Source: an optimization exercise on an open RTL-to-GDS flow (aim: small area, a short achievable clock period and few clock cycles per item). Production flows keep margins and buffers that such runs may drop. At most, simulation tests tie the RTL to the original design; equivalence was not proved. No activity file was given, so power comes from the tool's default toggle rates.

Setup of before:
==> flow/design.v (excerpt) <==
module rle_codec (
    input  wire        clk,
    input  wire        rst,
    input  wire        enc_in_valid,
    output wire        enc_in_ready,
    input  wire [31:0] enc_in_data,
    input  wire [2:0]  enc_in_bytes,
    input  wire        enc_in_last,
    output wire        enc_out_valid,
    input  wire        enc_out_ready,
    output wire [15:0] enc_out_desc,
    output wire        enc_out_last,
    input  wire        dec_in_valid,
    output wire        dec_in_ready,
    input  wire [15:0] dec_in_desc,
    input  wire        dec_in_last,
    output wire        dec_out_valid,
    input  wire        dec_out_ready,
    output wire [31:0] dec_out_data,
    output wire [2:0]  dec_out_bytes,
    output wire        dec_out_last
);
make LEC_CHECK=0 CAP_MARGIN=20 CORE_MARGIN=2 CORE_UTILIZATION=40 SLEW_MARGIN=20 finish   # period 6.0 ns
run.sh (not shown) runs the stock make flow with config.mk's settings and CLKGATE_MAP_FILE= SYNTH_SCRIPT=/design/flow/synth_recipe.tcl, a recipe that flattens the netlist after the stock synthesis.
Testbench counts of before, summed over its fixed seeds: cycles 28,096, bytes 104,336.
#### Input delta (after over before)
- putting SETUP_SLACK_MARGIN at 3.0 where nothing was set
--- outcome ---
- after vs before — areal power density over the cells climbed by a few percent
- Measured against before, the internal power contribution of after comes out at 1.18 times the reference value.
- Having completed the whole flow, after delivered a layout that passed the timing, design-rule and antenna checks.
- before → after: routed length on met3 has increased, routed wirelength normalized by instance count moved up, fraction of the yosys area taken by sequential cells has remained practically unchanged.
- From before to after the numbers moved as follows: total vias in the final route picked up an extra 12%, clock-buffer cell count lost 1.

* * *

== job 101 ==
rle_codec, a different RTL version from the one above (not shown whole).
For scale: ~730 cells after synthesis, roughly 150 flip-flops, roughly 120 I/O pins, ~7800 µm² of cells after synthesis.
==> flow/config.mk <==
export PLATFORM = sky130hd
export DESIGN_NAME = rle_codec
export DESIGN_NICKNAME = rle_codec
export VERILOG_FILES = /design/flow/design.v
export SDC_FILE = /design/flow/constraint.sdc
export NUM_CORES = 4
export LEC_CHECK = 0
export ABC_CLOCK_PERIOD_IN_PS = 1800
export CAP_MARGIN = 20
export CORE_MARGIN = 2
export CORE_UTILIZATION = 40
export CTS_BUF_LIST = sky130_fd_sc_hd__clkbuf_4 sky130_fd_sc_hd__clkbuf_8
export SETUP_SLACK_MARGIN = 3.5
export SLEW_MARGIN = 20
==> flow/constraint.sdc <==
create_clock -name core_clock -period 6.0 [get_ports {clk}]
set_input_delay 1.2000 -clock core_clock [delete_from_list [all_inputs] [get_ports {clk}]]
set_output_delay 1.2000 -clock core_clock [all_outputs]
set_load 0.01 [all_outputs]
standard.sh (not shown) runs the stock make flow with config.mk's settings and CLKGATE_MAP_FILE= SYNTH_SCRIPT=/design/flow/synth_recipe.tcl, a recipe that flattens the netlist after the stock synthesis.
==> flow/flow/run.sh <==
#!/bin/bash
set -euo pipefail
export BUFFER_PORTS_ARGS="-buffer_cell sky130_fd_sc_hd__buf_1"
bash standard.sh > standard_make.log 2>&1
Testbench counts of job 101, summed over its fixed seeds: cycles 28,756, bytes 104,336.
### job 101 -> job 104
Settings: ABC_CLOCK_PERIOD_IN_PS no longer set, was 1800; CORE_UTILIZATION now 45, was 40.
Findings:
- In the tables for job 104 and job 101, via count reads lower with job 101.
- The number of non-clock buffers in job 104 was higher than what job 101 gave.
- The run showing the smaller post-route standard cell area excluding fillers is job 104.
- When the final numbers for job 104 and job 101 were put side by side, the HPWL reported at the end of detailed placement turned out to be greater in job 104.
- Across both runs, wire length on met3 was higher for job 104 than for job 101.
- Job 104 vs job 101 on total power: job 104 is the higher one.
- Job 104 falls short of job 101 in post-route worst hold slack.
- Diff job 101..job 104 | layout net count | negligible

* * *

Another version of the RTL of rle_codec (not shown whole).
For scale: ~740 cells after synthesis, about 150 flip-flops, ~120 I/O pins, roughly 7900 um^2 of cells after synthesis.
clock: 6.0 ns
lec_check: 0
cap_margin: 20
core_margin: 2
core_utilization: 40
cts_buf_list: sky130_fd_sc_hd__clkbuf_4 sky130_fd_sc_hd__clkbuf_8
setup_slack_margin: 3.5
slew_margin: 20
Scripts as last shown in full above: flow/flow/run.sh
The starting point went through all stages and came out clean.
Testbench counts at the start, summed over its fixed seeds: cycles 28,756, bytes 104,336.
Change:
--- a/flow/config.mk
+++ b/flow/config.mk
@@ -11,3 +11,3 @@
 export CTS_BUF_LIST = sky130_fd_sc_hd__clkbuf_4 sky130_fd_sc_hd__clkbuf_8
-export SETUP_SLACK_MARGIN = 3.5
+export SETUP_SLACK_MARGIN = 3.3
 export SLEW_MARGIN = 20
Outcome: Via count falls by 1.7%; fmax goes down by about 4.4%; cell area fell by about 4%; routed wire length fell by about 3.3%; clock-buffer cell count does not change; sequential power hardly moves.

* * *

== zinc ==
Another version of the RTL of rle_codec (not shown whole).
For scale: ~730 cells after synthesis, roughly 120 I/O pins.
export LEC_CHECK = 0
export CAP_MARGIN = 20
export CORE_MARGIN = 2
export CORE_UTILIZATION = 40
export CTS_BUF_LIST = sky130_fd_sc_hd__clkbuf_4 sky130_fd_sc_hd__clkbuf_8
export SETUP_SLACK_MARGIN = 3.5
export SLEW_MARGIN = 20
create_clock -name core_clock -period 6.0 [get_ports {clk}]
Scripts as last shown in full above: flow/flow/run.sh
Changes in pepper relative to zinc:
Settings: swapping 3.5 for 3.7 in SETUP_SLACK_MARGIN.
[summary]
Having completed the whole flow, pepper delivered a layout that passed the timing, design-rule and antenna checks.
Where final routed wirelength across all metal layers is concerned, zinc is better than pepper.
Per the comparison of pepper with zinc, wire length on met3 fell 4.8%; utilization rose 4.2 points; maximum frequency rose 7.3%; final cell count without fillers rose 3.8%; static power due to leakage rose about 12%.
Between zinc and pepper, the part of the total power dissipated in combinational logic is lower for zinc.
The combined global-route utilization of all metal layers on pepper is in line with that on zinc.
No functional check of the RTL was part of any run of this note.

* * *

run 1:
RTL: one of the versions met above, not the one the previous note started from.
For scale: roughly 730 cells after synthesis, about 120 I/O pins, roughly 7800 sq um of cells after synthesis.
Design rle_codec, start of the top module:
module rle_codec (
    input  wire        clk,
    input  wire        rst,
    input  wire        enc_in_valid,
    output wire        enc_in_ready,
    input  wire [31:0] enc_in_data,
    input  wire [2:0]  enc_in_bytes,
    input  wire        enc_in_last,
    output wire        enc_out_valid,
    input  wire        enc_out_ready,
    output wire [15:0] enc_out_desc,
    output wire        enc_out_last,
    input  wire        dec_in_valid,
    output wire        dec_in_ready,
    input  wire [15:0] dec_in_desc,
    input  wire        dec_in_last,
    output wire        dec_out_valid,
    input  wire        dec_out_ready,
    output wire [31:0] dec_out_data,
    output wire [2:0]  dec_out_bytes,
    output wire        dec_out_last
);
export LEC_CHECK = 0
export CAP_MARGIN = 20
export CORE_MARGIN = 2
export CORE_UTILIZATION = 40
export CTS_BUF_LIST = sky130_fd_sc_hd__clkbuf_4 sky130_fd_sc_hd__clkbuf_8
export CTS_CLUSTER_DIAMETER = 100
export CTS_CLUSTER_SIZE = 40
export SETUP_SLACK_MARGIN = 3.5
export SLEW_MARGIN = 20
create_clock -name core_clock -period 6.0 [get_ports {clk}]
Scripts as last shown in full above: flow/flow/run.sh
Testbench counts of run 1, summed over its fixed seeds: cycles 28,756, bytes 104,336.
The inputs of run 2 differ from those of run 1 as listed below.
- CTS_CLUSTER_SIZE removed (was 40)
- ABC_CLOCK_PERIOD_IN_PS newly set to 2500
- CTS_CLUSTER_DIAMETER removed (was 100)
### Flow results
As far as clock buffer count from CTS goes, run 2 and run 1 are indistinguishable; the numbers are identical. On met1 usage, run 1 and run 2 are basically level. Comparing run 1 against run 2, there is no change at all in first-pass GRT wire length. The count of non-filler cells in the finished layout on run 1 is in line with that on run 2. Going from run 1 to run 2, layout sequential cell count stayed essentially flat, area added between synthesis and finish did not really move, clock slew at the register clock pins of the worst setup and hold paths has remained practically unchanged. Comparing run 1 against run 2, there is no change at all in number of instances in the placed design.
[inputs] run 3 vs run 2
- ABC_CLOCK_PERIOD_IN_PS removed (was 2500)
- SETUP_SLACK_MARGIN changed from 3.5 to 3.6
[summary]
Arrival time at the worst endpoint, run 3 and run 2: smaller value in run 2
Run 3 — via count of the first global-routing pass 401 higher, run 2 as reference
Diff run 2 -> run 3 | total wire length | increase of 9.4%
The run showing the greater maximum frequency is run 2.
No stage failed in run 3, and the final checks on the layout all came back clean.
Synthesis-to-layout area growth for run 3: 7.6 points up relative to run 2
[inputs] run 4 vs run 3
- a change of SETUP_SLACK_MARGIN from 3.6 to 3.7
==> run notes <==
Run 4 completed every stage of the flow, and the final layout passed the timing, design-rule and antenna checks. The length of routed met3 wiring reported for run 4 is smaller than that of run 3 by about 6%. When run 4 is measured against run 3, its clock period minus worst slack turns out 0.0048 ns lower. Compared with run 3, run 4 shows a lower clock buffer count in the final layout. Looking only at post-layout utilization of the core, and setting everything else aside, the higher value of run 3 and run 4 goes to run 4. Clock latency of the later-clocked register in the worst-skew pair on run 4 is down relative to run 3.
Setup changes, run 4 to run 5
- changing SETUP_SLACK_MARGIN from 3.7 to 3.5
- Final setup slack of the worst path (lower): run 4
- Diff run 4 -> run 5: fmax shows an increase of about 0.37%, number of fill cells in the layout up 85, total power decreased 250 uW, time the worst path needs with I/O delays and setup moved down.
- When run 5 is measured against run 4, its length of routed met2 wiring turns out 660 um lower.
- Run 5 finished every stage and its layout cleared the timing, design-rule and antenna checks.
- Summary of run 5 over run 4: register area about even; core occupancy in the finished layout shows a reduction of 4.6 points; sequential share of layout area saw an increase.

* * *

## v6
Another version of the RTL of rle_codec (not shown whole).
For scale: ~150 flip-flops, roughly 120 I/O pins, roughly 0.0075 mm^2 of cells after synthesis.
==> flow/config.mk <==
export PLATFORM = sky130hd
export DESIGN_NAME = rle_codec
export DESIGN_NICKNAME = rle_codec
export VERILOG_FILES = /design/flow/design.v
export SDC_FILE = /design/flow/constraint.sdc
export NUM_CORES = 4
export LEC_CHECK = 0
export CAP_MARGIN = 20
export CORE_MARGIN = 2
export CORE_UTILIZATION = 40
export SETUP_SLACK_MARGIN = 3.3
export SLEW_MARGIN = 20
==> flow/constraint.sdc <==
create_clock -name core_clock -period 6.0 [get_ports {clk}]
set_input_delay 1.2000 -clock core_clock [delete_from_list [all_inputs] [get_ports {clk}]]
set_output_delay 1.2000 -clock core_clock [all_outputs]
set_load 0.01 [all_outputs]
==> flow/flow/run.sh <==
#!/bin/bash
set -euo pipefail
export BUFFER_PORTS_ARGS="-buffer_cell sky130_fd_sc_hd__buf_2"
bash standard.sh > standard_make.log 2>&1
Testbench counts of v6, summed over its fixed seeds: cycles 28,743, bytes 104,336.
### v6 -> v7
# v6
export LEC_CHECK = 0
export CAP_MARGIN = 20
export CORE_MARGIN = 2
export CORE_UTILIZATION = 40
export SETUP_SLACK_MARGIN = 3.3
export SLEW_MARGIN = 20
create_clock -name core_clock -period 6.0 [get_ports {clk}]
# v7
export LEC_CHECK = 0
export CAP_MARGIN = 20
export CORE_MARGIN = 2
export CORE_UTILIZATION = 40
export CTS_BUF_LIST = sky130_fd_sc_hd__clkbuf_4 sky130_fd_sc_hd__clkbuf_8
export SETUP_SLACK_MARGIN = 3.3
export SLEW_MARGIN = 20
create_clock -name core_clock -period 6.0 [get_ports {clk}]
==> flow/flow/run.sh <==
#!/bin/bash
set -euo pipefail
export BUFFER_PORTS_ARGS="-buffer_cell sky130_fd_sc_hd__buf_1"
bash standard.sh > standard_make.log 2>&1
### Flow results
- For wire length, dividing the value from v6 by the value from v7 gives 1.08.
- In v7, end-of-flow core utilization is lower than in v6.
- [diff] global-route wire length before repair, v7 relative to v6: improvement
- Comparing v6 and v7, the higher portion of total power attributed to the clock network was measured on v6.

## what the ideal ports hide
How much do the figures lean on ideal ports? The routed layouts below were timed once more, with nothing changed but the port constraints.
Step 1: set_driving_cell puts a clkbuf_16 on clk and a buf_2 on each other input, an assumption about the parent block.
Step 2 moves the port delays by t, midway between the first and last clock arrival at a register: inputs arrive t later, outputs are due t later. That takes back most of the time a late clock gives input paths.
a / b / c = no drivers / after step 1 / after step 2; a / b = the first two.
run	t (ns)	slack for setup (ns)	worst setup path at the end	clock arrival spread, ns	slew at the worst register clock pin (ns)
before	0.465	0.835 / 0.835 / 0.835	register to register	0.015 / 0.015	0.07 / 0.07
after	0.470	1.303 / 1.303 / 1.303	register to register	0.009 / 0.010	0.07 / 0.07
job 101	0.492	3.557 / 3.530 / 3.104	input to register	0.018 / 0.018	0.10 / 0.10
job 104	0.490	3.534 / 3.534 / 3.112	input to register	0.016 / 0.017	0.09 / 0.09
the first run of note 3	0.505	3.527 / 3.545 / 3.040	input to register	0.015 / 0.014	0.10 / 0.10
the second run of note 3	0.498	3.413 / 3.413 / 2.972	input to register	0.016 / 0.015	0.09 / 0.09
zinc	0.493	3.514 / 3.535 / 3.041	input to register	0.015 / 0.015	0.10 / 0.10
pepper	0.499	3.683 / 3.705 / 3.205	input to register	0.022 / 0.023	0.10 / 0.10
run 1	0.492	3.557 / 3.530 / 3.104	input to register	0.018 / 0.018	0.10 / 0.10
run 2	0.492	3.557 / 3.530 / 3.104	input to register	0.018 / 0.018	0.10 / 0.10
run 3	0.508	3.543 / 3.543 / 3.135	input to register	0.016 / 0.016	0.10 / 0.10
run 4	0.498	3.548 / 3.548 / 3.154	input to register	0.018 / 0.019	0.09 / 0.09
run 5	0.492	3.557 / 3.530 / 3.104	input to register	0.018 / 0.018	0.10 / 0.10
v6	0.471	3.306 / 3.331 / 2.861	input to register	0.011 / 0.011	0.07 / 0.07
v7	0.502	3.287 / 3.287 / 2.812	input to register	0.018 / 0.019	0.10 / 0.10
After both steps every run listed still meets setup and hold. The setup slack of the first run of note 3, which loses most, moves by +0.018 ns with the drivers and by -0.487 ns with both steps.
